From an optimization exercise on the open Yosys and OpenROAD flow, aimed at small area, a short achievable clock period and few clock cycles per item; shortcuts taken in it are not production practice.
At most, simulation tests tie the RTL to the original design; equivalence was not proved.
Only the layout flow was run in runs 1 and 7; the RTL was not checked for function there.
Power and IR drop assume default switching activity.

### flow/design.v
module lora_rx_decoder (
    input  wire        clk,
    input  wire        rst,           
    input  wire        start,
    input  wire [3:0]  cfg_sf,        
    input  wire [3:0]  cfg_ppm,       
    input  wire [2:0]  cfg_rdd,       
    input  wire        cfg_explicit,  
    input  wire        sym_valid,
    output wire        sym_ready,
    input  wire [15:0] sym_data,
    output wire        out_valid,
    input  wire        out_ready,
    output wire [7:0]  out_data
);
    reg  [3:0]  sh;                   
    reg  [3:0]  sf;                   
    reg  [3:0]  pm1;                  
    reg  [2:0]  rdd;
    reg         expl;
    reg         in_v;
    reg  [11:0] in_u;                 
    reg  [11:0] sb [0:7];
    reg  [2:0]  m;                    
    reg  [2:0]  r;                    
    reg         ld_hdr;               
    reg         sb_full;
    reg         first_x;              
    reg  [11:0] cb [0:7];
    reg  [3:0]  j;                    
    reg         cw_v;
    reg         cw_hdr;
    reg         q_v;
    reg  [7:0]  q_cw;
    reg  [3:0]  q_key;
    reg         q_hdr;
    reg         ov;
    reg  [5:0]  od;
    reg  [7:0]  s;
    reg         widx;
    wire [3:0] ppm_eff = (cfg_ppm == 4'd0) ? cfg_sf : cfg_ppm;
    wire a_free  = ~ov | out_ready;
    wire q_adv   = q_v & a_free;
    wire take    = cw_v & (~q_v | q_adv);
    wire cw_last = (j == pm1);
    wire xfer    = sb_full & (~cw_v | (take & cw_last));
    wire s1_go   = in_v & (~sb_full | xfer);
    wire [2:0] wl1 = ld_hdr ? 3'd7 : (3'd3 + rdd);    
    wire ld_last = (m == wl1);
    reg  rdy;
    assign sym_ready = rdy;
    wire acc = sym_valid & rdy;
    reg  [11:0] below, pa0, pa1, pa2, pa3, cy;
    integer ci;
    always @* begin
        for (ci = 0; ci < 12; ci = ci + 1)
            below[ci] = (ci + 1 < sh);
        pa0 = sym_data[11:0] | below;
        for (ci = 0; ci < 12; ci = ci + 1) begin
            pa1[ci] = (ci >= 1) ? pa0[ci] & pa0[ci-1] : pa0[ci];
        end
        for (ci = 0; ci < 12; ci = ci + 1) begin
            pa2[ci] = (ci >= 2) ? pa1[ci] & pa1[ci-2] : pa1[ci];
        end
        for (ci = 0; ci < 12; ci = ci + 1) begin
            pa3[ci] = (ci >= 4) ? pa2[ci] & pa2[ci-4] : pa2[ci];
        end
        for (ci = 0; ci < 12; ci = ci + 1) begin
            cy[ci] = (sh != 4'd0) & ~below[ci] &
                     ((ci == 0) ? 1'b1 :
                      (ci - 1 >= 8) ? pa3[ci-1] & pa3[ci-9] : pa3[ci-1]);
        end
    end
    wire [11:0] u_in = sym_data[11:0] ^ cy;
    reg  [11:0] gm;
    always @* for (ci = 0; ci < 12; ci = ci + 1) gm[ci] = (ci + 1 < sf);
    wire [11:0] G     = in_u ^ ({1'b0, in_u[11:1]} & gm);
    wire [18:0] Gx    = {G, 7'd0};
    wire [18:0] A     = (Gx >> sh) >> (~r);
    wire [11:0] B     = (G >> (sf - 4'd7)) >> (~r);
    reg  [11:0] rot;
    always @* for (ci = 0; ci < 12; ci = ci + 1) rot[ci] = (ci < r) ? B[ci] : A[ci];
    wire [7:0] cw = {cb[7][j], cb[6][j], cb[5][j], cb[4][j],
                     cb[3][j], cb[2][j], cb[1][j], cb[0][j]};
    wire use_key = ~(cw_hdr & expl & (j < 4'd5));
    wire [3:0] key = widx ? {s[0], s[1], s[2], s[3]} : {s[4], s[5], s[6], s[7]};
    wire [2:0] cur_rdd = q_hdr ? 3'd4 : rdd;
    wire b0 = q_cw[0], b1 = q_cw[1], b2 = q_cw[2], b3 = q_cw[3];
    wire b4 = q_cw[4], b5 = q_cw[5], b6 = q_cw[6], b7 = q_cw[7];
    wire p0 = b0 ^ b1 ^ b2 ^ b4;
    wire p1 = b1 ^ b2 ^ b3 ^ b5;
    wire p2 = b0 ^ b1 ^ b3 ^ b6;
    wire p3 = b0 ^ b2 ^ b3 ^ b7;
    wire [3:0] s84 = {p3, p2, p1, p0};
    wire [2:0] s74 = {p2, p1, p0};
    reg [3:0] flip;
    reg       dec_e, dec_b;
    always @* begin
        flip  = 4'd0;
        dec_e = 1'b0;
        dec_b = 1'b0;
        case (cur_rdd)
            3'd1: dec_e = b4 ^ (b0 ^ b1 ^ b2 ^ b3);
            3'd2: dec_e = (b4 ^ (b0 ^ b1 ^ b2)) | (b5 ^ (b1 ^ b2 ^ b3));
            3'd3: begin
                dec_e = (s74 != 3'd0);
                case (s74)
                    3'd5: flip = 4'h1;
                    3'd7: flip = 4'h2;
                    3'd3: flip = 4'h4;
                    3'd6: flip = 4'h8;
                    default: ;
                endcase
            end
            3'd4: begin
                dec_e = (s84 != 4'd0);
                case (s84)
                    4'hD: flip = 4'h1;
                    4'h7: flip = 4'h2;
                    4'hB: flip = 4'h4;
                    4'hE: flip = 4'h8;
                    4'h0, 4'h1, 4'h2, 4'h4, 4'h8: ;
                    default: dec_b = 1'b1;
                endcase
            end
            default: ;
        endcase
    end
    wire [3:0] dec_d = q_cw[3:0] ^ flip ^ q_key;
    assign out_valid = ov;
    assign out_data  = {2'b00, od};
    integer i;
    always @(posedge clk) begin
        if (acc) begin
            in_u  <= u_in;
        end
        if (s1_go)
            sb[m] <= rot;
        for (i = 0; i < 8; i = i + 1)
            if (xfer)
                cb[i] <= sb[i];
        if (q_adv)
            od <= {dec_b, dec_e, dec_d};
        if (take) begin
            q_cw  <= cw;
            q_key <= use_key ? key : 4'd0;
            q_hdr <= cw_hdr;
        end
    end
    wire in_v_n    = acc | (in_v & ~s1_go);
    wire sb_full_n = (s1_go & ld_last) | (sb_full & ~xfer);
    wire cw_v_n    = xfer | (cw_v & ~(take & cw_last));
    always @(posedge clk) begin
        if (rst | start)
            rdy <= ~rst;
        else
            rdy <= ~in_v_n | ~sb_full_n | ~cw_v_n;
        if (start) begin
            sh   <= (cfg_ppm == 4'd0) ? 4'd0 : cfg_sf - cfg_ppm;
            sf   <= cfg_sf;
            pm1  <= ppm_eff - 4'd1;
            rdd  <= cfg_rdd;
            expl <= cfg_explicit;
        end
        if (rst | start) begin
            in_v    <= 1'b0;
            m       <= 3'd0;
            r       <= 3'd0;
            ld_hdr  <= 1'b1;
            sb_full <= 1'b0;
            first_x <= 1'b1;
            cw_v    <= 1'b0;
            cw_hdr  <= 1'b1;
            j       <= 4'd0;
            ov      <= 1'b0;
            q_v     <= 1'b0;
            s       <= 8'hFF;
            widx    <= 1'b0;
        end else begin
            if (acc)
                in_v <= 1'b1;
            else if (s1_go)
                in_v <= 1'b0;
            if (s1_go) begin
                if (ld_last) begin
                    m      <= 3'd0;
                    r      <= 3'd0;
                    ld_hdr <= 1'b0;
                end else begin
                    m <= m + 3'd1;
                    r <= ({1'b0, r} == pm1) ? 3'd0 : r + 3'd1;
                end
            end
            if (s1_go & ld_last)
                sb_full <= 1'b1;
            else if (xfer)
                sb_full <= 1'b0;
            if (xfer) begin
                cw_v    <= 1'b1;
                cw_hdr  <= first_x;
                first_x <= 1'b0;
                j       <= 4'd0;
            end else if (take) begin
                if (cw_last)
                    cw_v <= 1'b0;
                j <= j + 4'd1;
            end
            if (a_free)
                ov <= q_adv;
            if (take)
                q_v <= 1'b1;
            else if (q_adv)
                q_v <= 1'b0;
            if (take & use_key) begin
                if (widx)
                    s <= {s[0] ^ s[2] ^ s[3] ^ s[4], s[7:1]};
                widx <= ~widx;
            end
        end
    end
endmodule
### flow/flow/run.sh
#!/bin/bash
bash standard.sh 'SETUP_SLACK_MARGIN=6.2' 'MATCH_CELL_FOOTPRINT=0' 'BUFFER_PORTS_ARGS=-buffer_cell sky130_fd_sc_hd__buf_2' 'CTS_BUF_LIST=sky130_fd_sc_hd__clkbuf_8' 'CTS_CLUSTER_SIZE=16' 'CTS_CLUSTER_DIAMETER=60' 'ABC_AREA=1' finish > standard.log 2>&1
### flow/standard.sh
#!/bin/bash
# synth_recipe.tcl (not shown) runs the flow's synth.tcl, then flattens the netlist and writes it again
# the make line also repeats each setting of config.mk as NAME=value (left out here)
make -C /OpenROAD-flow-scripts/flow DESIGN_CONFIG=/design/flow/config.mk WORK_HOME=/design/flow/orfs CLKGATE_MAP_FILE= SYNTH_SCRIPT=/design/flow/synth_recipe.tcl "${@:-finish}"
### flow/config.mk
export PLATFORM = sky130hd
export DESIGN_NAME = lora_rx_decoder
export DESIGN_NICKNAME = lora_rx_decoder
export VERILOG_FILES = /design/flow/design.v
export SDC_FILE = /design/flow/constraint.sdc
export NUM_CORES = 4
export LEC_CHECK = 0
export CAP_MARGIN = 20
export CORE_MARGIN = 2
export CORE_UTILIZATION = 40
export SLEW_MARGIN = 20
### flow/constraint.sdc
create_clock -name core_clock -period 9.0 [get_ports {clk}]
set_input_delay 1.8000 -clock core_clock [delete_from_list [all_inputs] [get_ports {clk}]]
set_output_delay 1.8000 -clock core_clock [all_outputs]
set_load 0.01 [all_outputs]
==> results of run 1 <==
-- cell type report --
class | count | share of cell area
flip-flops and latches | 267 | 0.526
multi-input cells | 787 | 0.306
repair buffers | 103 | 0.0687
well taps | 396 | 0.0337
inverters | 105 | 0.0316
clock buffers | 25 | 0.0234
clock inverters | 12 | 0.0100
repair inverters | 2 | 0.000680
-- worst max-delay path, delay by kind of cell --
| kind | cells | cell delay [ps] |
|---|---|---|
| buffers and inverters | 5 | 390 |
| AND/OR/NAND/NOR | 8 | 990 |
-- logic make-up after synthesis --
kind of cell    share of synthesized area
fa+ha+maj                          0.0167
other cells                      0.000301
simple gates                        0.203
buf+inv                            0.0505
xor+xnor                           0.0324
compound gates                     0.0752
flops                               0.622
-- stage by stage --
stage	power, mW	cells
final	2.52	1697
after global routing	2.62	1697
after CTS	2.50	1665
after detailed placement	1.74	1597
after global placement	1.73	1597
after floorplan	1.63	1204
-- metal layers --
layer | vias up | track usage | wire length [µm]
met5 | - | 0 | 0
met4 | 0 | 0.0535 | 686
met3 | 51 | 0.0241 | 1670
met2 | 250 | 0.319 | 15400
met1 | 4416 | 0.236 | 12900
li1 | 4410 | - | -
-- cells in the mapped netlist, types with 3 or more instances --
master,count
clkbuf_1,24
o21ai_1,5
a21oi_1,26
o22ai_1,12
xnor2_1,17
nor3_1,6
ha_1,15
o211ai_1,7
inv_2,5
nand2_1,229
nand2_2,8
o21ai_0,65
nor2_1,107
nand3_1,181
xor2_1,29
nand3b_1,3
o221ai_1,13
edfxtp_1,239
nor4_1,5
o31ai_1,3
nand4_1,19
buf_6,3
a211oi_1,4
buf_2,7
or2_2,3
inv_1,97
a21o_1,3
dfxtp_1,28
a32o_1,6
buf_4,8
-- state kept, by name, indices dropped and copies added (netlist names), 3 cells and up --
signal	flops
cb	96
in_u	12
j	4
m	3
od	6
pm1	4
q_cw	8
q_key	4
r	3
rdd	3
s	8
sb	96
sf	4
sh	4
-- power by group through the flow --
stage / clock network, mW / logic (mW) / registers (mW)
CTS: 0.763 / 0.333 / 1.40
global placement: 0 / 0.298 / 1.44
detailed placement: 0 / 0.302 / 1.44
global route: 0.807 / 0.412 / 1.40
finish: 0.745 / 0.374 / 1.40
floorplan: 0 / 0.219 / 1.42
-- timing repair --
action                                  4_1_cts  5_1_grt
endpoints found under the setup margin      310      188
buffers inserted                             24       29
pin swaps                                    13       25
gates resized for setup                      45       54
gates cloned                                  7        3
-- final timing paths --
kind | start | endpoint | slack (ps) | cells after the start
min | sb[3][0] | cb[3][0] | 400 | 0
min reg2reg | sb[3][0] | cb[3][0] | 400 | 0
max reg2reg | sf[0] | sb[1][5] | 6260 | 18
max | out_ready | sb[6][0] | 6080 | 13
==> results.sh, run 1 <==
export IMPL_status="timing/DRC/antenna clean"
export IMPL_maxCapViolations=0
export IMPL_grt_pass1_vias=8661
export IMPL_cpMaxStageDelayCell="or2_4"
export IMPL_crit_fanout=6
export IMPL_wl_um=30600
export IMPL_drc=0
export IMPL_grt_overflow_total=0
export IMPL_cts_sinks=267
export IMPL_synth_enable_flop_cells=239
export IMPL_power_density_nw_per_um2=171
export IMPL_std_cell_rows=64
export IMPL_routabilityCongestion=0.906
export IMPL_htree_levels=1
export IMPL_combPwrFrac=0.148
export IMPL_nNetsFinal=1339
export IMPL_dp_hpwl_um=18800
export IMPL_synth_area_leader_cell="edfxtp_1"
export IMPL_drt_iter0_markers=765
export IMPL_finalSetupTns_ps=0
export IMPL_ys_seq_elements=267
export IMPL_fin_skew_ps=42.5
export IMPL_critPathMaxStageDelay_ps=300
export IMPL_synth_top_area_share=0.577
export IMPL_p_clk_frac=0.296
export IMPL_numPortBuffers=36
export IMPL_antenna_found_initial=0
export IMPL_worstMarginPinSlew_ps=818
export IMPL_synth_avg_cell_area_um2=10.3
export IMPL_track_usage=0.182
export IMPL_dieWidth_um=180
export IMPL_n_fill_cell=2781
export IMPL_die_area_um2=32500
export IMPL_place_worst_setup_slack_ps=4730
export IMPL_coreArea_um2=30600
export IMPL_fin_ws_ps=6080
export IMPL_routed_via_count=9127
export IMPL_multi_input_area_um2=4500
export IMPL_hold_path_class="reg -> reg"
export IMPL_rsz0062_at_grt="yes"
export IMPL_route_antenna_remaining_nets=0
export IMPL_seq_area_frac_synth=0.622
export IMPL_root_buffer="clkbuf_8"
export IMPL_cpMostUsedCell="nand2_8"
export IMPL_fmax_mhz=342
export IMPL_period_needed_ps=2920
export IMPL_power_internal_mw=1.83
export IMPL_seq_area_um2=7740
export IMPL_initial_core_util=0.407
export IMPL_ioPinCount=43
export IMPL_swShare=0.274
export IMPL_vias_per_cell=5.38
export IMPL_synthArstFlopShare=0
export IMPL_placed_cell_area_um2=13200
export IMPL_syn_area_um2=12400
export IMPL_crit_path_start_kind="input pin"
export IMPL_path_cells="buf_8 > inv_8 > nand3_4 > nand2_8 > clkinv_8 > nand4_1 > nand2_2 > inv_2 > nand2_4 > nand2_8 > or2_4 > nor2_4 > clkbuf_16"
export IMPL_cts_hold_buf=0
export IMPL_clk_latency_ps=570
export IMPL_layout_commonest_cell="edfxtp_1"
export IMPL_syn_to_final_growth_pct=18.3
export IMPL_drive_gt1_frac=0.191
export IMPL_grt_max_degree=53
export IMPL_slew_violations=0
export IMPL_synth_cells=1203
export IMPL_cts_buffers=24
export IMPL_yosys_top_cells_area="edfxtp_1 58%, nand3_1 7.3%, nand2_1 6.9%"
export IMPL_final_cell_mix="239 x edfxtp_1, 202 x nand2_1, 160 x nand3_1, 98 x nor2_1, 82 x inv_1"
export IMPL_cp_end_kind="flop"
export IMPL_synth_cell_type_count=52
export IMPL_clock_path_buffers=3
export IMPL_p_switching_mw=0.690
export IMPL_ys_flop_type="edfxtp_1"
export IMPL_leakage_nw=5.58
export IMPL_arrival_ps=3200
export IMPL_path_clk_slew_ps=100
export IMPL_grt_pass1_wl_um=47100
export IMPL_yosys_warnings=2
export IMPL_design_area_um2=14700
export IMPL_cp_required_ps=9280
export IMPL_wl_per_cell_um=18.1
export IMPL_hold_viol=0
export IMPL_ir_worst_vdd_uv=109
export IMPL_seqPwrFrac=0.556
export IMPL_fin_crit_sh=0.325
export IMPL_n_antenna_cell=0
export IMPL_firstDrtPassIters=5
export IMPL_cts_tree="yes"
export IMPL_whs_ps=401
export IMPL_critical_path_class="in -> reg"
export IMPL_die_h_um=180
export IMPL_final_util=0.481
export IMPL_setup_viol=0
export IMPL_max_slew_margin=0.453
==> run 2, diff against run 1 <==
--- a/flow/design.v
+++ b/flow/design.v
@@ -77,5 +77,6 @@
     wire [11:0] G     = in_u ^ ({1'b0, in_u[11:1]} & gm);
+    wire [4:0]  sa    = {1'b0, sh} + 5'd7 - {2'b0, r};
     wire [18:0] Gx    = {G, 7'd0};
-    wire [18:0] A     = (Gx >> sh) >> (~r);
-    wire [11:0] B     = (G >> (sf - 4'd7)) >> (~r);
+    wire [18:0] A     = Gx >> sa;
+    wire [11:0] B     = G >> (sf - {1'b0, r});
     reg  [11:0] rot;
==> flow/flow/run.sh (replaced) <==
#!/bin/bash
bash standard.sh 'SETUP_SLACK_MARGIN=6.0' 'MATCH_CELL_FOOTPRINT=0' 'BUFFER_PORTS_ARGS=-buffer_cell sky130_fd_sc_hd__buf_2' 'CTS_BUF_LIST=sky130_fd_sc_hd__clkbuf_16 sky130_fd_sc_hd__clkbuf_8 sky130_fd_sc_hd__clkbuf_4' 'CTS_CLUSTER_SIZE=16' 'CTS_CLUSTER_DIAMETER=60' 'ABC_AREA=1' finish > standard.log 2>&1
==> results.sh, run 2 <==
export IMPL_drive_gt1_frac=0.147
export IMPL_leakage_nw=5.39
export IMPL_yosysMostFrequentCell="edfxtp_1"
export IMPL_crit_path_start_kind="input pin"
export IMPL_htree_levels=1
export IMPL_cts_buffers=24
export IMPL_routed_via_count=8291
export IMPL_crit_fanout=7
export IMPL_std_cell_rows=63
export IMPL_maxCapViolations=0
export IMPL_root_buffer="clkbuf_16"
export IMPL_design_area_um2=14200
export IMPL_cp_required_ps=9260
export IMPL_fmax_mhz=338
export IMPL_drt_iter0_markers=565
export IMPL_synth_area_leader_cell="edfxtp_1"
export IMPL_synth_cells=1147
export IMPL_routabilityCongestion=0.939
export IMPL_synthArstFlopShare=0
export IMPL_setup_viol=0
export IMPL_dieWidth_um=179
export IMPL_coreArea_um2=29800
export IMPL_ir_worst_vdd_uv=162
export IMPL_use_met3=0.0181
export IMPL_fin_crit_sh=0.328
export IMPL_power_density_nw_per_um2=212
export IMPL_yosys_warnings=2
export IMPL_critical_path_class="in -> reg"
export IMPL_vias_per_cell=5.12
export IMPL_synth_enable_flop_cells=239
export IMPL_final_cell_mix="239 x edfxtp_1, 233 x nand2_1, 103 x nand3_1, 100 x inv_1, 100 x nor2_1"
export IMPL_cts_sinks=267
export IMPL_clk_latency_ps=540
export IMPL_max_slew_margin=0.472
export IMPL_ioPinCount=43
export IMPL_worstMarginPinSlew_ps=791
export IMPL_cts_hold_buf=0
export IMPL_path_clk_slew_ps=70
export IMPL_hold_viol=0
export IMPL_period_needed_ps=2960
export IMPL_track_usage=0.169
export IMPL_die_h_um=179
export IMPL_wl_um=26200
export IMPL_numPortBuffers=36
export IMPL_ys_seq_elements=267
export IMPL_initial_core_util=0.409
export IMPL_synth_cell_type_count=49
export IMPL_layout_commonest_cell="edfxtp_1"
export IMPL_syn_area_um2=12200
export IMPL_grt_overflow_total=0
export IMPL_status="timing/DRC/antenna clean"
export IMPL_grt_use_met1=0.207
export IMPL_top_regs="cb x96, sb x96, in_u x12"
export IMPL_top_usage_layer="met2"
export IMPL_nNetsFinal=1269
export IMPL_slew_violations=0
export IMPL_cp_end_kind="flop"
export IMPL_arrival_ps=3210
export IMPL_yosys_top_cells_area="edfxtp_1 59%, nand2_1 7.3%, dfxtp_1 4.6%"
export IMPL_synth_top_area_share=0.588
export IMPL_finalSetupTns_ps=0
export IMPL_placed_cell_area_um2=12900
export IMPL_synth_avg_cell_area_um2=10.6
export IMPL_drc=0
export IMPL_grt_max_degree=62
export IMPL_fin_skew_ps=16.0
export IMPL_grt_pass1_vias=8102
export IMPL_firstDrtPassIters=5
export IMPL_syn_to_final_growth_pct=16.5
export IMPL_antenna_found_initial=0
export IMPL_dp_hpwl_um=17400
export IMPL_die_area_um2=31900
export IMPL_rsz0062_at_grt="no"
export IMPL_grt_pass1_wl_um=41900
export IMPL_seq_area_frac_synth=0.634
export IMPL_hold_path_class="reg -> reg"
export IMPL_cts_tree="yes"
export IMPL_use_met2=0.307
export IMPL_yosys_top_cells_count="239 x edfxtp_1, 238 x nand2_1, 113 x nor2_1"
export IMPL_n_antenna_cell=0
export IMPL_wl_per_cell_um=16.2
export IMPL_ys_flop_type="edfxtp_1"
export IMPL_clock_path_buffers=3
export IMPL_route_antenna_remaining_nets=0
[run 2: worst paths after layout]
check	startpoint	to	slack, ps	depth (start not counted)
worst max register to register	sh[2]	sb[7][8]	6120	10
worst max-delay path	out_ready	sb[4][3]	6040	11
worst min register to register	sb[5][11]	cb[5][11]	420	0
worst min-delay path	sb[5][11]	cb[5][11]	420	0
[run 2: worst max-delay path, cell delays in order]
cell,delay [ps]
buf_2,140
clkinv_8,60
nand3_4,70
nand2_4,90
nor2_4,110
a21oi_4,70
nand2_2,90
nand2_4,100
or2_4,310
nor2_4,180
clkbuf_16,190
[run 2: metrics by stage]
stage	cells	hold WS, ps	power (mW)	util	setup slack [ps]
global route	1618	423	3.14	0.477	5980
CTS	1603	416	3.00	0.470	6010
detailed placement	1547	405	1.92	0.434	4620
finish	1618	416	3.01	0.477	6040
floorplan	1148	400	1.77	-	4820
global placement	1547	400	1.92	0.434	4670
[run 2: power breakdown]
group	leakage (nW)	total, mW	internal [mW]	switching, mW
sequential	2.40	1.45	1.43	0.0168
combinational	2.59	0.530	0.175	0.355
clock	0.400	1.03	0.568	0.460
total	5.39	3.01	2.18	0.833
[run 2: metal layers]
metal	wire, µm	vias to the layer above
li1	-	4090
met1	11000	3966
met2	13400	186
met3	923	49
met4	820	0
met5	0	-
[run 2: cells by family (layout without fill, tap and decap cells)]
family,Yosys count,in the layout,synth area share
adder cells (fa/ha/maj),26,26,0.0285
flip-flops,267,267,0.634
XOR/XNOR,49,49,0.0398
AND/OR/NAND/NOR,489,490,0.168
buffers and inverters,148,227,0.0470
AO/OA/AOI/OAI,167,167,0.0819
other,1,2,0.000307
[run 2: cell type report]
type | instances | area (µm²)
tap | 390 | 488
inverter | 115 | 463
multi-input combinational | 734 | 4170
fill | 2720 | 15600
sequential | 267 | 7740
clock buffer | 34 | 676
clock inverter | 10 | 126
timing repair buffer | 67 | 538
timing repair inverter | 1 | 5.00
[run 2: what timing repair did]
action                                  CTS  global route
pin swaps                                 7            13
setup buffers                            11            13
resized for setup                        26            15
hold endpoints to repair                  0             0
endpoints found under the setup margin  250           211
cloned                                    1             2
Testbench counts of run 2, summed over its fixed seeds: cycles 8,128, bytes 6,173.
==> run 3, diff against run 2 <==
==> flow/flow/run.sh (replaced) <==
#!/bin/bash
bash standard.sh 'SETUP_SLACK_MARGIN=6.2' 'MATCH_CELL_FOOTPRINT=0' 'BUFFER_PORTS_ARGS=-buffer_cell sky130_fd_sc_hd__buf_2' 'CTS_BUF_LIST=sky130_fd_sc_hd__clkbuf_8' 'CTS_CLUSTER_SIZE=16' 'CTS_CLUSTER_DIAMETER=60' 'ABC_AREA=1' 'TNS_END_PERCENT=10' finish > standard.log 2>&1
==> results.sh, run 3 <==
export IMPL_seqPwrFrac=0.532
export IMPL_use_met3=0.0269
export IMPL_critical_path_class="in -> reg"
export IMPL_dieWidth_um=179
export IMPL_synth_cell_type_count=49
export IMPL_routabilityCongestion=0.919
export IMPL_ys_flop_type="edfxtp_1"
export IMPL_vias_per_cell=5.11
export IMPL_maxCapViolations=0
export IMPL_layout_commonest_cell="edfxtp_1"
export IMPL_path_clk_slew_ps=100
export IMPL_fin_ws_ps=6060
export IMPL_finalSetupTns_ps=0
export IMPL_crit_fanout=9
export IMPL_use_met2=0.297
export IMPL_reg2reg_to="sb[2][0]"
export IMPL_route_antenna_remaining_nets=0
export IMPL_htree_levels=1
export IMPL_status="timing/DRC/antenna clean"
export IMPL_n_antenna_cell=0
export IMPL_drive_gt1_frac=0.143
export IMPL_swShare=0.304
export IMPL_cts_tree="yes"
export IMPL_hold_viol=0
export IMPL_std_cell_rows=63
export IMPL_top_regs="cb x96, sb x96, in_u x12"
export IMPL_reg2reg_from="sh[1]"
export IMPL_final_cell_mix="239 x edfxtp_1, 233 x nand2_1, 105 x inv_1, 102 x nand3_1, 100 x nor2_1"
export IMPL_initial_core_util=0.409
export IMPL_leakage_nw=5.28
export IMPL_coreArea_um2=29800
export IMPL_ioPinCount=43
export IMPL_r2r_cells=12
export IMPL_drt_iter0_markers=583
export IMPL_arrival_ps=3210
export IMPL_firstDrtPassIters=5
export IMPL_min_from="sb[0][1]"
export IMPL_wl_um=27000
export IMPL_seq_area_frac_synth=0.634
export IMPL_synth_cells=1147
export IMPL_grt_pass1_vias=7913
export IMPL_syn_area_um2=12200
export IMPL_nNetsFinal=1271
export IMPL_p_switching_mw=0.828
export IMPL_rsz0062_at_grt="yes"
export IMPL_power_density_nw_per_um2=196
export IMPL_wl_per_cell_um=16.7
export IMPL_r2r_slack_ps=6190
export IMPL_whs_endpoint="cb[0][1]"
export IMPL_fin_skew_ps=21.0
export IMPL_dp_hpwl_um=17500
export IMPL_worstMarginPinSlew_ps=894
export IMPL_setup_viol=0
export IMPL_slew_violations=0
export IMPL_clk_latency_ps=560
export IMPL_die_h_um=179
export IMPL_combPwrFrac=0.216
export IMPL_place_worst_setup_slack_ps=4890
export IMPL_numPortBuffers=36
export IMPL_whs_path_depth=0
export IMPL_grt_pass1_wl_um=42100
export IMPL_die_area_um2=31900
export IMPL_grt_max_degree=53
export IMPL_max_slew_margin=0.402
export IMPL_top_usage_layer="met2"
export IMPL_cp_required_ps=9270
export IMPL_yosys_top_cells_count="239 x edfxtp_1, 238 x nand2_1, 113 x nor2_1"
export IMPL_period_needed_ps=2940
export IMPL_total_power_mw=2.72
export IMPL_p_clk_frac=0.252
export IMPL_cts_hold_buf=0
export IMPL_yosysMostFrequentCell="edfxtp_1"
export IMPL_track_usage=0.172
export IMPL_cts_buffers=24
export IMPL_ys_seq_elements=267
export IMPL_grt_overflow_total=0
export IMPL_synth_area_leader_cell="edfxtp_1"
export IMPL_cp_end_kind="flop"
export IMPL_antenna_found_initial=0
export IMPL_drc=0
export IMPL_power_internal_mw=1.90
export IMPL_root_buffer="clkbuf_8"
export IMPL_fmax_mhz=340
export IMPL_clock_path_buffers=3
export IMPL_grt_use_met1=0.224
export IMPL_synth_top_area_share=0.588
export IMPL_fin_crit_sh=0.327
export IMPL_synthArstFlopShare=0
export IMPL_routed_via_count=8260
export IMPL_synth_avg_cell_area_um2=10.6
export IMPL_synth_enable_flop_cells=239
export IMPL_hold_path_class="reg -> reg"
export IMPL_final_util=0.467
export IMPL_crit_path_start_kind="input pin"
export IMPL_yosys_top_cells_area="edfxtp_1 59%, nand2_1 7.3%, dfxtp_1 4.6%"
export IMPL_ir_worst_vdd_uv=133
export IMPL_yosys_warnings=2
export IMPL_cts_sinks=267
export IMPL_syn_to_final_growth_pct=14.2
-- run 3: changes by cell type in the layout (fill, tap and decap cells not counted), sizes merged --
cell / delta
clkbuf: -9
buf: +4
inv: +3
clkinvlp: +2
bufinv: -1
clkinv: -1
nor2: -1
-- run 3: per-stage QoR --
stage	cells	cell area [µm²]	hold slack (ps)
floorplan	1148	12200	400
global placement	1546	12800	400
detailed placement	1548	12800	405
CTS	1605	13700	408
global route	1615	13900	430
finish	1615	13900	418
-- run 3: worst max-delay path, stage by stage --
cell      delay [ps]
buf_4            120
clkinv_8          50
nand3_4           70
nand2_4           80
nor2_4           110
a21oi_4           80
nand2_2          110
nand2_4           90
or2_4            330
nor2_4           180
buf_6            170
-- run 3: worst max path at each step --
| stage | slack, ps | to | start | cells past startpoint |
|---|---|---|---|---|
| 6_report | 6060 | sb[4][1] | out_ready | 11 |
| 5_1_grt | 6000 | sb[4][1] | out_ready | 11 |
| 4_1_cts | 5850 | sb[1][10] | out_ready | 11 |
| 3_5_place_dp | 4890 | sb[3][2] | r[1] | 12 |
| 3_3_place_gp | 4810 | sb[5][8] | out_ready | 11 |
| 2_1_floorplan | 4820 | j[0] | out_ready | 9 |
-- run 3: power groups by stage --
| stage | Sequential [mW] | Clock, mW | Combinational [mW] |
|---|---|---|---|
| 4_1_cts | 1.45 | 0.713 | 0.569 |
| 5_1_grt | 1.45 | 0.755 | 0.643 |
| 3_3_place_gp | 1.48 | 0 | 0.466 |
| 3_5_place_dp | 1.48 | 0 | 0.470 |
| 2_1_floorplan | 1.47 | 0 | 0.295 |
| 6_report | 1.45 | 0.686 | 0.588 |
-- run 3: layout make-up --
cell class                      count  area [µm²]
Sequential cell                   267        7740
Multi-Input combinational cell    733        4170
Clock buffer                       25         344
Timing Repair Buffer               71         616
Clock inverter                     14        98.8
Tap cell                          390         488
Inverter                          115         464
Fill cell                        2744       15900
-- run 3: kinds of logic after synthesis --
logic type      count (synthesis)  share of synthesized area
simple gates                  489                      0.168
flops                         267                      0.634
compound gates                167                     0.0819
buf+inv                       148                     0.0470
xor+xnor                       49                     0.0398
fa+ha+maj                      26                     0.0285
other cells                     1                   0.000307
-- run 3: routing by layer --
layer	wire length, µm	up-vias
li1	-	4089
met1	11800	3938
met2	13300	195
met3	1360	38
met4	518	0
met5	0	-
-- run 3: what timing repair did --
action                                  4_1_cts  5_1_grt
resized for setup                            52       22
buffers inserted                             18        9
hold endpoints to repair                      0        0
gates cloned                                  0        1
pin swaps                                     9        9
endpoints found under the setup margin      268      265
==> run 4, diff against run 3 <==
==> flow/flow/run.sh (replaced) <==
#!/bin/bash
bash standard.sh 'SETUP_SLACK_MARGIN=6.2' 'MATCH_CELL_FOOTPRINT=0' 'BUFFER_PORTS_ARGS=-buffer_cell sky130_fd_sc_hd__buf_2' 'CTS_BUF_LIST=sky130_fd_sc_hd__clkbuf_8' 'CTS_CLUSTER_SIZE=16' 'CTS_CLUSTER_DIAMETER=60' 'ABC_AREA=1' 'CORE_UTILIZATION=55' finish > standard.log 2>&1
==> results.sh, run 4 <==
export IMPL_slew_violations=0
export IMPL_yosysMostFrequentCell="edfxtp_1"
export IMPL_cp_end_kind="output port"
export IMPL_seq_area_frac_synth=0.634
export IMPL_use_met3=0.0241
export IMPL_cts_buffers=23
export IMPL_vias_per_cell=5.47
export IMPL_drt_iter0_markers=725
export IMPL_ioPinCount=43
export IMPL_worstMarginPinSlew_ps=694
export IMPL_synth_compound_area_frac=0.0819
export IMPL_synth_top_area_share=0.588
export IMPL_numPortBuffers=36
export IMPL_synthArstFlopShare=0
export IMPL_synthMuxAreaShare=0
export IMPL_r2r_slack_ps=6240
export IMPL_power_density_nw_per_um2=194
export IMPL_yosys_top_cells_count="239 x edfxtp_1, 238 x nand2_1, 113 x nor2_1"
export IMPL_layout_commonest_cell="edfxtp_1"
export IMPL_grt_overflow_total=0
export IMPL_n_antenna_cell=0
export IMPL_synth_avg_cell_area_um2=10.6
export IMPL_grt_max_degree=62
export IMPL_die_area_um2=23400
export IMPL_grt_pass1_vias=7897
export IMPL_synth_cell_type_count=49
export IMPL_cpMaxStageDelayCell="edfxtp_1"
export IMPL_reg2reg_from="r[2]"
export IMPL_initial_core_util=0.559
export IMPL_grt_pass1_wl_um=42400
export IMPL_syn_to_final_growth_pct=16.7
export IMPL_routabilityCongestion=0.930
export IMPL_yosys_top_cells_area="edfxtp_1 59%, nand2_1 7.3%, dfxtp_1 4.6%"
export IMPL_cts_sinks=267
export IMPL_firstDrtPassIters=5
export IMPL_dp_hpwl_um=17400
export IMPL_critPathMaxStageDelay_ps=370
export IMPL_synth_cells=1147
export IMPL_crit_family="flip-flops"
export IMPL_dp_cells=1437
export IMPL_ys_flop_type="edfxtp_1"
export IMPL_whs_endpoint="cb[5][11]"
export IMPL_synth_xor_area_frac=0.0398
export IMPL_path_clk_slew_ps=90
export IMPL_drive_gt1_frac=0.181
export IMPL_route_antenna_remaining_nets=0
export IMPL_syn_area_um2=12200
export IMPL_hold_path_class="reg -> reg"
export IMPL_nNetsFinal=1310
export IMPL_final_cell_mix="239 x edfxtp_1, 231 x nand2_1, 103 x inv_1, 101 x nand3_1, 101 x nor2_1"
export IMPL_crit_buf_inv=1
export IMPL_wl_per_cell_um=18.0
export IMPL_reg2reg_to="sb[1][1]"
export IMPL_synth_enable_flop_cells=239
export IMPL_multi_input_area_um2=4300
export IMPL_crit_fanout=1
export IMPL_seq_area_um2=7750
export IMPL_top_regs="cb x96, sb x96, in_u x12"
export IMPL_n_fill_cell=1781
export IMPL_top_usage_layer="met2"
export IMPL_wl_um=27800
export IMPL_rsz0062_at_grt="yes"
export IMPL_synthSimpleGateAreaFrac=0.168
export IMPL_synth_top_family_by_area="simple AND/OR/NAND/NOR gates"
export IMPL_finalSetupTns_ps=0
export IMPL_r2r_cells=12
export IMPL_ys_seq_elements=267
export IMPL_whs_path_depth=0
export IMPL_antenna_found_initial=0
export IMPL_max_slew_margin=0.537
export IMPL_clk_latency_ps=550
export IMPL_use_met2=0.391
export IMPL_setup_viol=0
export IMPL_path_cells="buf_2"
export IMPL_track_usage=0.233
export IMPL_status="timing/DRC/antenna clean"
export IMPL_cp_num_cells=1
export IMPL_drc=0
export IMPL_min_from="sb[5][11]"
export IMPL_period_needed_ps=2870
export IMPL_crit_path_start_kind="flop"
export IMPL_routed_via_count=8439
export IMPL_dieWidth_um=153
export IMPL_root_buffer="clkbuf_8"
export IMPL_ir_worst_vdd_uv=156
export IMPL_cts_tree="yes"
export IMPL_std_cell_rows=54
export IMPL_hold_viol=0
export IMPL_arrival_ps=1070
export IMPL_maxCapViolations=0
export IMPL_fin_crit_sh=0.318
export IMPL_clock_path_buffers=3
export IMPL_coreArea_um2=21800
export IMPL_fmax_mhz=349
export IMPL_fin_skew_ps=36.9
export IMPL_synth_area_leader_cell="edfxtp_1"
export IMPL_synth_fa_ha_area_frac=0.0285
export IMPL_die_h_um=153
export IMPL_critical_path_class="reg -> out"
export IMPL_cts_hold_buf=0
export IMPL_leakage_nw=5.45
export IMPL_final_cells=1544
export IMPL_grt_use_met1=0.331
export IMPL_htree_levels=1
export IMPL_cp_required_ps=7200
export IMPL_yosys_warnings=2
==> run 4: changes by cell type in the layout (fill, tap and decap cells not counted), sizes merged <==
cell	previous run	this run
buf	70	106
bufinv	0	1
clkbuf	26	25
clkinvlp	6	11
inv	116	112
nor2	115	116
xor2	32	33
==> run 4: routing by layer <==
layer	part of all wire	routed length, µm	vias up
met5	0	0	-
met2	0.48	13300	234
met3	0.053	1460	37
met1	0.45	12500	4009
met4	0.023	649	0
li1	-	-	4159
==> run 4: worst max-delay path by stage <==
stage | slack (ps) | startpoint | endpoint
detailed placement | 4540 | out_ready | cb[5][5]
floorplan | 4820 | out_ready | j[0]
CTS | 6100 | od[2] | out_data[2]
finish | 6130 | od[2] | out_data[2]
global placement | 4610 | out_ready | cb[5][4]
global route | 6090 | od[2] | out_data[2]
==> run 4: area by class of cell <==
type,instances,share of cell area
timing repair buffer,108,0.0634
sequential,267,0.545
inverter,115,0.0338
clock buffer,23,0.0222
clock inverter,15,0.00826
timing repair inverter,1,0.000527
multi-input combinational,735,0.302
tap,280,0.0246
==> run 4: repair_timing <==
action                                  in CTS  in global routing
pin swaps                                   22                 19
buffers inserted                            28                 36
cloned                                       3                  2
resized for setup                           55                 20
endpoints found under the setup margin     302                169
==> run 4: logic make-up after synthesis <==
logic type / after synthesis
buffers and inverters: 148
AO/OA/AOI/OAI: 167
adder cells (fa/ha/maj): 26
flip-flops: 267
AND/OR/NAND/NOR: 489
other: 1
XOR/XNOR: 49
==> run 4: power by group <==
group	internal (mW)	leakage, nW	switching (mW)
registers	1.43	2.40	0.0170
logic	0.231	2.81	0.399
clock network	0.276	0.229	0.400
total	1.94	5.45	0.816
==> run 4: per-stage QoR <==
step	hold slack [ps]	total power, mW	setup WS [ps]	util	area (µm²)
after floorplan	400	1.77	4820	-	12400
after global placement	400	1.94	4610	0.588	12800
after detailed placement	405	1.93	4540	0.588	12800
after CTS	411	2.71	6100	0.634	13800
after global routing	416	2.87	6090	0.652	14200
final	403	2.76	6130	0.652	14200
==> run 5, diff against run 4 <==
==> flow/flow/run.sh (replaced) <==
#!/bin/bash
bash standard.sh 'SETUP_SLACK_MARGIN=6.2' 'MATCH_CELL_FOOTPRINT=0' 'BUFFER_PORTS_ARGS=-buffer_cell sky130_fd_sc_hd__buf_2' 'CTS_BUF_LIST=sky130_fd_sc_hd__clkbuf_8' 'CTS_CLUSTER_SIZE=16' 'CTS_CLUSTER_DIAMETER=60' 'ABC_AREA=1' 'CAP_MARGIN=10' 'SLEW_MARGIN=10' finish > standard.log 2>&1
==> results.sh, run 5 <==
export IMPL_cpMaxStageDelayCell="edfxtp_1"
export IMPL_design_area_um2=14200
export IMPL_synth_area_leader_cell="edfxtp_1"
export IMPL_final_cell_mix="239 x edfxtp_1, 231 x nand2_1, 100 x nor2_1, 99 x nand3_1, 98 x inv_1"
export IMPL_yosysMostFrequentCell="edfxtp_1"
export IMPL_synth_cells=1147
export IMPL_synth_enable_flop_cells=239
export IMPL_fin_skew_ps=32.1
export IMPL_routabilityCongestion=0.924
export IMPL_die_h_um=179
export IMPL_coreArea_um2=29800
export IMPL_cp_required_ps=7200
export IMPL_fin_ws_ps=6120
export IMPL_grt_max_degree=61
export IMPL_drc=0
export IMPL_crit_buf_inv=1
export IMPL_setup_viol=0
export IMPL_drive_gt1_frac=0.175
export IMPL_fin_crit_sh=0.320
export IMPL_finalSetupTns_ps=0
export IMPL_period_needed_ps=2880
export IMPL_yosys_top_cells_area="edfxtp_1 59%, nand2_1 7.3%, dfxtp_1 4.6%"
export IMPL_htree_levels=1
export IMPL_seq_area_frac_synth=0.634
export IMPL_drt_iter0_markers=602
export IMPL_n_antenna_cell=0
export IMPL_crit_path_start_kind="flop"
export IMPL_hold_path_class="reg -> reg"
export IMPL_root_buffer="clkbuf_8"
export IMPL_antenna_found_initial=0
export IMPL_synth_avg_cell_area_um2=10.6
export IMPL_crit_fanout=1
export IMPL_grt_pass1_wl_um=42400
export IMPL_synth_cell_type_count=49
export IMPL_cts_tree="yes"
export IMPL_critical_path_class="reg -> out"
export IMPL_initial_core_util=0.409
export IMPL_arrival_ps=1080
export IMPL_vias_per_cell=5.08
export IMPL_startpoint="od[4]"
export IMPL_slew_violations=0
export IMPL_firstDrtPassIters=5
export IMPL_cp_end_kind="output port"
export IMPL_reg2reg_from="r[2]"
export IMPL_critPathMaxStageDelay_ps=380
export IMPL_r2r_slack_ps=6240
export IMPL_ys_flop_type="edfxtp_1"
export IMPL_path_cells="buf_2"
export IMPL_dp_hpwl_um=17400
export IMPL_nNetsFinal=1295
export IMPL_grt_pass1_vias=8103
export IMPL_status="timing/DRC/antenna clean"
export IMPL_hold_viol=0
export IMPL_wl_um=26600
export IMPL_numPortBuffers=36
export IMPL_ys_seq_elements=267
export IMPL_clk_latency_ps=560
export IMPL_route_antenna_remaining_nets=0
export IMPL_max_slew_margin=0.505
export IMPL_yosys_warnings=2
export IMPL_layout_commonest_cell="edfxtp_1"
export IMPL_worstMarginPinSlew_ps=742
export IMPL_power_density_nw_per_um2=190
export IMPL_min_from="sb[4][5]"
export IMPL_track_usage=0.171
export IMPL_rsz0062_at_grt="yes"
export IMPL_syn_area_um2=12200
export IMPL_leakage_nw=5.36
export IMPL_ir_worst_vdd_uv=90.6
export IMPL_clock_path_buffers=3
export IMPL_syn_to_final_growth_pct=16.6
export IMPL_wl_per_cell_um=16.3
export IMPL_crit_family="flip-flops"
export IMPL_std_cell_rows=63
export IMPL_top_regs="cb x96, sb x96, in_u x12"
export IMPL_path_clk_slew_ps=90
export IMPL_total_power_mw=2.70
export IMPL_yosys_top_cells_count="239 x edfxtp_1, 238 x nand2_1, 113 x nor2_1"
export IMPL_placed_cell_area_um2=13000
export IMPL_routed_via_count=8305
export IMPL_synthArstFlopShare=0
export IMPL_synth_top_area_share=0.588
export IMPL_fmax_mhz=347
export IMPL_whs_ps=400
export IMPL_grt_overflow_total=0
export IMPL_cts_buffers=22
export IMPL_place_worst_setup_slack_ps=4620
export IMPL_maxCapViolations=0
export IMPL_cts_sinks=267
export IMPL_dieWidth_um=179
export IMPL_die_area_um2=31900
export IMPL_ioPinCount=43
-- run 5: repair_timing --
action / 4_1_cts / 5_1_grt
endpoints found under the setup margin: 311 / 184
hold buffers: 0 / 0
resized for setup: 50 / 26
cloned: 4 / 1
setup buffers: 28 / 22
pin swaps: 19 / 12
-- run 5: where the power goes --
group | internal [mW] | switching [mW] | leakage (nW)
sequential | 1.43 | 0.0152 | 2.40
clock | 0.278 | 0.385 | 0.217
combinational | 0.213 | 0.378 | 2.74
total | 1.92 | 0.778 | 5.36
-- run 5: final timing paths --
check | to | cells after the start
max | out_data[4] | 1
min | cb[4][5] | 0
min reg2reg | cb[4][5] | 0
max reg2reg | sb[2][3] | 10
-- run 5: final cells by class --
type,count,area [µm²]
fill,2718,15600
sequential,267,7750
multi-input combinational,735,4300
timing repair buffer,93,781
tap,390,488
inverter,115,478
clock buffer,24,330
clock inverter,8,77.6
timing repair inverter,2,12.5
-- run 5: stage by stage --
step                       util  cells
after detailed placement  0.435   1547
after global placement    0.435   1547
final                     0.477   1634
after global routing      0.477   1634
after CTS                 0.467   1611
after floorplan               -   1148
-- run 5: cells by family (layout without fill, tap and decap cells) --
logic type	after synthesis	in the layout	synth area share
AO/OA/AOI/OAI	167	167	0.0819
buffers and inverters	148	242	0.0470
other	1	2	0.000307
XOR/XNOR	49	49	0.0398
flip-flops	267	267	0.634
adder cells (fa/ha/maj)	26	26	0.0285
AND/OR/NAND/NOR	489	491	0.168
-- run 5: metal layers --
| layer | up-vias | global-route usage | wire, µm |
|---|---|---|---|
| met5 | - | 0 | 0 |
| met2 | 186 | 0.315 | 13600 |
| met3 | 45 | 0.0200 | 1070 |
| li1 | 4129 | - | - |
| met1 | 3945 | 0.209 | 11300 |
| met4 | 0 | 0.0515 | 669 |
==> run 6, diff against run 5 <==
==> flow/flow/run.sh (replaced) <==
#!/bin/bash
# The standard layout (standard.sh: standard synthesis and ORFS flow) with:
#  - resizing not tied to the cell footprint;
#  - the port buffers made with buf_2 cells.
bash standard.sh SETUP_SLACK_MARGIN=6.2 MATCH_CELL_FOOTPRINT=0 \
    'BUFFER_PORTS_ARGS=-buffer_cell sky130_fd_sc_hd__buf_2' finish > standard.log 2>&1
--- a/flow/config.mk
+++ b/flow/config.mk
@@ -7,2 +7,3 @@
 export LEC_CHECK = 0
+export ABC_AREA = 1
 export CAP_MARGIN = 20
@@ -10,2 +11,6 @@
 export CORE_UTILIZATION = 40
+export CTS_BUF_LIST = sky130_fd_sc_hd__clkbuf_8
+export CTS_CLUSTER_DIAMETER = 60
+export CTS_CLUSTER_SIZE = 16
+export SETUP_SLACK_MARGIN = 5
 export SLEW_MARGIN = 20
==> results.sh, run 6 <==
export IMPL_cts_sinks=267
export IMPL_n_antenna_cell=0
export IMPL_crit_path_start_kind="flop"
export IMPL_synth_cells=1147
export IMPL_cp_end_kind="output port"
export IMPL_finalSetupTns_ps=0
export IMPL_total_power_mw=2.70
export IMPL_hold_path_class="reg -> reg"
export IMPL_layout_commonest_cell="edfxtp_1"
export IMPL_initial_core_util=0.409
export IMPL_cpMaxStageDelayCell="edfxtp_1"
export IMPL_synthArstFlopShare=0
export IMPL_path_cells="buf_2"
export IMPL_arrival_ps=1080
export IMPL_routabilityCongestion=0.924
export IMPL_vias_per_cell=5.08
export IMPL_die_area_um2=31900
export IMPL_synth_area_leader_cell="edfxtp_1"
export IMPL_whs_endpoint="cb[4][5]"
export IMPL_synth_enable_flop_cells=239
export IMPL_dp_cells=1547
export IMPL_dp_hpwl_um=17400
export IMPL_numPortBuffers=36
export IMPL_status="timing/DRC/antenna clean"
export IMPL_reg2reg_from="r[2]"
export IMPL_dieWidth_um=179
export IMPL_synth_avg_cell_area_um2=10.6
export IMPL_power_density_nw_per_um2=190
export IMPL_ys_seq_elements=267
export IMPL_die_h_um=179
export IMPL_path_clk_slew_ps=90
export IMPL_route_antenna_remaining_nets=0
export IMPL_fin_crit_sh=0.320
export IMPL_yosys_top_cells_count="239 x edfxtp_1, 238 x nand2_1, 113 x nor2_1"
export IMPL_routed_via_count=8305
export IMPL_min_from="sb[4][5]"
export IMPL_syn_area_um2=12200
export IMPL_startpoint="od[4]"
export IMPL_nNetsFinal=1295
export IMPL_htree_levels=1
export IMPL_ys_flop_type="edfxtp_1"
export IMPL_slew_violations=0
export IMPL_wl_um=26600
export IMPL_clk_latency_ps=560
export IMPL_seq_area_frac_synth=0.634
export IMPL_period_needed_ps=2880
export IMPL_root_buffer="clkbuf_8"
export IMPL_n_fill_cell=2718
export IMPL_yosys_top_cells_area="edfxtp_1 59%, nand2_1 7.3%, dfxtp_1 4.6%"
export IMPL_drive_gt1_frac=0.175
export IMPL_seq_area_um2=7750
export IMPL_worstMarginPinSlew_ps=742
export IMPL_final_cells=1634
export IMPL_fin_skew_ps=32.1
export IMPL_syn_to_final_growth_pct=16.6
export IMPL_cp_num_cells=1
export IMPL_yosys_warnings=2
export IMPL_setup_viol=0
export IMPL_drc=0
export IMPL_fin_ws_ps=6120
export IMPL_fmax_mhz=347
export IMPL_hold_viol=0
export IMPL_grt_pass1_vias=8103
export IMPL_cts_tree="yes"
export IMPL_ioPinCount=43
export IMPL_yosysMostFrequentCell="edfxtp_1"
export IMPL_std_cell_rows=63
export IMPL_antenna_found_initial=0
export IMPL_grt_max_degree=61
export IMPL_clock_path_buffers=3
export IMPL_final_cell_mix="239 x edfxtp_1, 231 x nand2_1, 100 x nor2_1, 99 x nand3_1, 98 x inv_1"
export IMPL_critical_path_class="reg -> out"
export IMPL_r2r_slack_ps=6240
export IMPL_drt_iter0_markers=602
export IMPL_reg2reg_to="sb[2][3]"
export IMPL_cts_hold_buf=0
export IMPL_cp_required_ps=7200
export IMPL_leakage_nw=5.36
export IMPL_max_slew_margin=0.505
export IMPL_crit_family="flip-flops"
export IMPL_top_regs="cb x96, sb x96, in_u x12"
export IMPL_crit_buf_inv=1
export IMPL_multi_input_area_um2=4300
export IMPL_coreArea_um2=29800
export IMPL_synth_cell_type_count=49
export IMPL_firstDrtPassIters=5
export IMPL_track_usage=0.171
export IMPL_critPathMaxStageDelay_ps=380
export IMPL_cts_buffers=22
export IMPL_place_worst_setup_slack_ps=4620
export IMPL_grt_pass1_wl_um=42400
export IMPL_maxCapViolations=0
export IMPL_ir_worst_vdd_uv=90.6
export IMPL_whs_path_depth=0
export IMPL_rsz0062_at_grt="yes"
export IMPL_wl_per_cell_um=16.3
export IMPL_synth_top_area_share=0.588
export IMPL_grt_overflow_total=0
export IMPL_r2r_cells=10
export IMPL_crit_fanout=1
## run 6: cell counts in the layout (fill, tap and decap cells not counted)
No cell type changed its count.
## run 6: worst max-delay path by stage
stage,end,slack (ps)
6_report,out_data[4],6120
5_1_grt,out_data[4],6040
4_1_cts,out_data[4],6070
3_5_place_dp,cb[4][9],4620
3_3_place_gp,cb[4][9],4650
2_1_floorplan,j[0],4820
## run 6: layer usage
metal,vias to the layer above,track usage,wire length (µm)
met1,3945,0.209,11300
li1,4129,-,-
met5,-,0,0
met4,0,0.0515,669
met2,186,0.315,13600
met3,45,0.0200,1070
## run 6: layout make-up
cell class	instances	area share
multi-input cells	735	0.303
inverters	115	0.0336
repair buffers	93	0.0549
clock buffers	24	0.0232
clock inverters	8	0.00546
repair inverters	2	0.000880
well taps	390	0.0343
flip-flops and latches	267	0.545
## run 6: what timing repair did
| item | 4_1_cts | 5_1_grt |
|---|---|---|
| endpoints found under the hold margin | 0 | 0 |
| cloned | 4 | 1 |
| setup endpoints to repair | 311 | 184 |
| pin swaps | 19 | 12 |
| resized for setup | 50 | 26 |
| buffers inserted | 28 | 22 |
## run 6: cells by family (layout without fill, tap and decap cells)
family,count (synthesis),count (layout),share of synthesized area
XOR/XNOR,49,49,0.0398
other,1,2,0.000307
AND/OR/NAND/NOR,489,491,0.168
buffers and inverters,148,242,0.0470
flip-flops,267,267,0.634
adder cells (fa/ha/maj),26,26,0.0285
AO/OA/AOI/OAI,167,167,0.0819
## run 6: power by group
part	internal (mW)	leakage [nW]	switching (mW)	total, mW
Clock	0.278	0.217	0.385	0.663
Sequential	1.43	2.40	0.0152	1.45
Combinational	0.213	2.74	0.378	0.591
## run 6: metrics by stage
step | hold slack, ps | cell area, µm² | util
6_report | 400 | 14200 | 0.477
5_1_grt | 405 | 14200 | 0.477
4_1_cts | 397 | 13900 | 0.467
3_5_place_dp | 405 | 13000 | 0.435
3_3_place_gp | 401 | 13000 | 0.435
2_1_floorplan | 400 | 12400 | -
==> run 7, diff against run 6 <==
--- a/flow/design.v
+++ b/flow/design.v
@@ -33,4 +33,5 @@
     reg         q_v;
-    reg  [7:0]  q_cw;
-    reg  [3:0]  q_key;
+    reg  [3:0]  q_d;
+    reg  [3:0]  q_syn;
+    reg         q_par;
     reg         q_hdr;
@@ -87,11 +88,10 @@
     wire [3:0] key = widx ? {s[0], s[1], s[2], s[3]} : {s[4], s[5], s[6], s[7]};
+    wire b0 = cw[0], b1 = cw[1], b2 = cw[2], b3 = cw[3];
+    wire b4 = cw[4], b5 = cw[5], b6 = cw[6], b7 = cw[7];
+    wire [3:0] syn = {b0 ^ b2 ^ b3 ^ b7, b0 ^ b1 ^ b3 ^ b6,
+                      b1 ^ b2 ^ b3 ^ b5, b0 ^ b1 ^ b2 ^ b4};
     wire [2:0] cur_rdd = q_hdr ? 3'd4 : rdd;
-    wire b0 = q_cw[0], b1 = q_cw[1], b2 = q_cw[2], b3 = q_cw[3];
-    wire b4 = q_cw[4], b5 = q_cw[5], b6 = q_cw[6], b7 = q_cw[7];
-    wire p0 = b0 ^ b1 ^ b2 ^ b4;
-    wire p1 = b1 ^ b2 ^ b3 ^ b5;
-    wire p2 = b0 ^ b1 ^ b3 ^ b6;
-    wire p3 = b0 ^ b2 ^ b3 ^ b7;
-    wire [3:0] s84 = {p3, p2, p1, p0};
-    wire [2:0] s74 = {p2, p1, p0};
+    wire p0 = q_syn[0], p1 = q_syn[1];
+    wire [3:0] s84 = q_syn;
+    wire [2:0] s74 = q_syn[2:0];
     reg [3:0] flip;
@@ -103,4 +103,4 @@
         case (cur_rdd)
-            3'd1: dec_e = b4 ^ (b0 ^ b1 ^ b2 ^ b3);
-            3'd2: dec_e = (b4 ^ (b0 ^ b1 ^ b2)) | (b5 ^ (b1 ^ b2 ^ b3));
+            3'd1: dec_e = q_par;                
+            3'd2: dec_e = p0 | p1;              
             3'd3: begin
@@ -129,3 +129,3 @@
     end
-    wire [3:0] dec_d = q_cw[3:0] ^ flip ^ q_key;
+    wire [3:0] dec_d = q_d ^ flip;
     assign out_valid = ov;
@@ -145,4 +145,5 @@
         if (take) begin
-            q_cw  <= cw;
-            q_key <= use_key ? key : 4'd0;
+            q_d   <= cw[3:0] ^ (use_key ? key : 4'd0);
+            q_syn <= syn;
+            q_par <= syn[0] ^ b3;
             q_hdr <= cw_hdr;
==> flow/flow/run.sh (replaced) <==
#!/bin/bash
bash standard.sh 'SETUP_SLACK_MARGIN=6.2' 'MATCH_CELL_FOOTPRINT=0' 'BUFFER_PORTS_ARGS=-buffer_cell sky130_fd_sc_hd__buf_2' 'CTS_BUF_LIST=sky130_fd_sc_hd__clkbuf_8' 'CTS_CLUSTER_SIZE=16' 'CTS_CLUSTER_DIAMETER=60' 'ABC_AREA=1' finish > standard.log 2>&1
==> flow/config.mk (replaced) <==
export PLATFORM = sky130hd
export DESIGN_NAME = lora_rx_decoder
export DESIGN_NICKNAME = lora_rx_decoder
export VERILOG_FILES = /design/flow/design.v
export SDC_FILE = /design/flow/constraint.sdc
export NUM_CORES = 4
export LEC_CHECK = 0
export CAP_MARGIN = 20
export CORE_MARGIN = 2
export CORE_UTILIZATION = 40
export SLEW_MARGIN = 20
==> results.sh, run 7 <==
export IMPL_ys_flop_type="edfxtp_1"
export IMPL_dp_cells=1646
export IMPL_power_internal_mw=2.00
export IMPL_rsz0062_at_grt="yes"
export IMPL_combPwrFrac=0.215
export IMPL_grt_max_degree=74
export IMPL_critical_path_class="in -> reg"
export IMPL_power_density_nw_per_um2=187
export IMPL_yosys_warnings=2
export IMPL_yosysMostFrequentCell="nand2_1"
export IMPL_coreArea_um2=30700
export IMPL_reg2reg_from="sh[1]"
export IMPL_synthArstFlopShare=0
export IMPL_die_area_um2=32700
export IMPL_firstDrtPassIters=5
export IMPL_clk_latency_ps=600
export IMPL_n_antenna_cell=0
export IMPL_reg2reg_to="sb[6][5]"
export IMPL_fin_crit_sh=0.331
export IMPL_syn_to_final_growth_pct=21.4
export IMPL_std_cell_rows=64
export IMPL_cts_sinks=269
export IMPL_synth_cells=1245
export IMPL_syn_area_um2=12500
export IMPL_grt_pass1_vias=8384
export IMPL_crit_family="simple AND/OR/NAND/NOR gates"
export IMPL_crit_path_start_kind="input pin"
export IMPL_final_util=0.495
export IMPL_r2r_cells=11
export IMPL_seqPwrFrac=0.512
export IMPL_ioPinCount=43
export IMPL_fin_ws_ps=6020
export IMPL_antenna_found_initial=0
export IMPL_p_switching_mw=0.844
export IMPL_synth_avg_cell_area_um2=10.0
export IMPL_cpMostUsedCell="nand2_4"
export IMPL_nNetsFinal=1407
export IMPL_max_slew_margin=0.501
export IMPL_worstMarginPinSlew_ps=748
export IMPL_fin_skew_ps=55.8
export IMPL_fmax_mhz=336
export IMPL_hold_path_class="reg -> reg"
export IMPL_place_worst_setup_slack_ps=4110
export IMPL_cp_num_cells=14
export IMPL_grt_overflow_total=0
export IMPL_total_power_mw=2.84
export IMPL_yosys_top_cells_area="edfxtp_1 57%, nand2_1 11%, dfxtp_1 5.3%"
export IMPL_arrival_ps=3300
export IMPL_drive_gt1_frac=0.208
export IMPL_grt_pass1_wl_um=43500
export IMPL_placed_cell_area_um2=13200
export IMPL_r2r_slack_ps=6140
export IMPL_critPathMaxStageDelay_ps=280
export IMPL_synth_cell_type_count=49
export IMPL_setup_viol=0
export IMPL_seq_area_frac_synth=0.620
export IMPL_die_h_um=181
export IMPL_cts_buffers=25
export IMPL_final_cell_mix="349 x nand2_1, 236 x edfxtp_1, 110 x inv_1, 78 x nand3_1, 72 x nor2_1"
export IMPL_root_buffer="clkbuf_8"
export IMPL_path_clk_slew_ps=90
export IMPL_dieWidth_um=181
export IMPL_routabilityCongestion=0.864
export IMPL_swShare=0.297
export IMPL_wl_per_cell_um=16.4
export IMPL_drt_iter0_markers=599
export IMPL_startpoint="out_ready"
export IMPL_cp_end_kind="flop"
export IMPL_p_clk_frac=0.273
export IMPL_drc=0
export IMPL_vias_per_cell=5.00
export IMPL_yosys_top_cells_count="364 x nand2_1, 236 x edfxtp_1, 120 x inv_1"
export IMPL_cts_tree="yes"
export IMPL_design_area_um2=15200
export IMPL_route_antenna_remaining_nets=0
export IMPL_status="timing/DRC/antenna clean"
export IMPL_cpMaxStageDelayCell="or2_4"
export IMPL_synth_top_area_share=0.567
export IMPL_synth_area_leader_cell="edfxtp_1"
export IMPL_path_cells="buf_8 > inv_8 > nand3_4 > nand2_8 > clkinv_8 > nand4_1 > nand2_2 > clkinv_4 > nand2_4 > nand2_4 > or2_4 > buf_12 > nor2_4 > clkbuf_16"
export IMPL_top_regs="cb x96, sb x96, in_u x12"
export IMPL_wl_um=29000
export IMPL_numPortBuffers=36
export IMPL_ir_worst_vdd_uv=128
export IMPL_layout_commonest_cell="nand2_1"
export IMPL_slew_violations=0
export IMPL_hold_viol=0
export IMPL_final_cells=1767
export IMPL_routed_via_count=8836
export IMPL_whs_ps=391
export IMPL_finalSetupTns_ps=0
export IMPL_period_needed_ps=2980
export IMPL_htree_levels=1
export IMPL_ys_seq_elements=269
export IMPL_crit_buf_inv=6
export IMPL_cp_required_ps=9320
export IMPL_endpoint="sb[4][1]"
export IMPL_clock_path_buffers=3
export IMPL_crit_fanout=6
export IMPL_synth_enable_flop_cells=236
export IMPL_maxCapViolations=0
export IMPL_initial_core_util=0.408
export IMPL_dp_hpwl_um=17700
export IMPL_leakage_nw=6.00
export IMPL_track_usage=0.168
export IMPL_cts_hold_buf=0
## run 7: metal layers
metal  track usage  wire (µm)
met3        0.0238       1150
met5             0          0
met4        0.0565        828
met2         0.299      14900
met1         0.208      12100
## run 7: worst min-delay path by stage
stage | cells past startpoint | end | slack [ps] | startpoint
5_1_grt | 0 | cb[5][2] | 400 | sb[5][2]
3_3_place_gp | 0 | cb[5][1] | 400 | sb[5][1]
2_1_floorplan | 0 | cb[0][0] | 400 | sb[0][0]
4_1_cts | 0 | cb[6][0] | 390 | sb[6][0]
3_5_place_dp | 0 | cb[0][7] | 400 | sb[0][7]
6_report | 0 | cb[6][0] | 390 | sb[6][0]
## run 7: worst register-to-register path, stage by stage, from the launching register on
cell        delay (ps)
edfxtp_1           430
ha_1               300
ha_2               180
inv_2               40
fa_2               650
clkinvlp_4         260
nor2_4             190
nand2_1             80
nand3_1             60
a21oi_1             50
o21ai_1            160
o21ai_4            180
## run 7: timing repair
item / 4_1_cts / 5_1_grt
endpoints found under the setup margin: 317 / 250
resized for setup: 75 / 50
setup buffers: 32 / 28
cloned: 4 / 11
pin swaps: 21 / 31
## run 7: cell families (layout without fill, tap and decap cells)
family,Yosys count,count (layout),synth area share
fa+ha+maj,22,22,0.0238
flops,269,269,0.620
mux,1,1,0.000801
compound gates,144,144,0.0645
simple gates,587,588,0.198
buf+inv,172,296,0.0589
other cells,1,2,0.000300
xor+xnor,49,49,0.0343
## run 7: area by class of cell
type / instances / area (µm²)
Timing Repair inverter: 1 / 8.76
Clock inverter: 18 / 160
Timing Repair Buffer: 114 / 1260
Fill cell: 2779 / 15500
Inverter: 135 / 583
Multi-Input combinational cell: 806 / 4510
Clock buffer: 28 / 385
Sequential cell: 269 / 7760
Tap cell: 396 / 495
## run 7: power by group through the flow
stage                     combinational [mW]  sequential (mW)  clock, mW
after detailed placement               0.436             1.49          0
after CTS                              0.549             1.45      0.793
after global placement                 0.425             1.49          0
after floorplan                        0.281             1.48          0
final                                  0.611             1.45      0.776
after global routing                   0.662             1.45      0.842

==> what the ideal ports hide <==
The results above use ideal ports. As a check the final layouts listed here were re-extracted and re-timed, cells and wires unchanged.
Step 1 (the two cells are an assumption about what drives the block):
set clk [get_ports {clk}]
set_driving_cell -lib_cell sky130_fd_sc_hd__clkbuf_16 $clk
set_driving_cell -lib_cell sky130_fd_sc_hd__buf_2 [delete_from_list [all_inputs] $clk]
Step 2 also shifts input and output timing later by t, the mid clock arrival at the registers, as if the neighbouring blocks saw the same clock.
Three values: ideal, step 1, step 2; two values: the first two.
run	t, ns	setup slack, ns	worst slew at a driven data input, ns
run 1	0.591	6.078 / 6.066 / 5.475	0.05
run 2	0.579	6.044 / 6.030 / 5.479	0.05
run 3	0.599	6.056 / 6.063 / 5.472	0.05
run 4	0.578	6.135 / 6.089 / 5.662	0.05
run 5	0.587	6.121 / 6.075 / 5.583	0.06
run 6	0.587	6.121 / 6.075 / 5.583	0.06
run 7	0.614	6.021 / 6.015 / 5.401	0.06
After both steps every run listed still meets setup and hold. The setup slack of run 7, which loses most, moves by -0.006 ns with the drivers and by -0.620 ns with both steps.
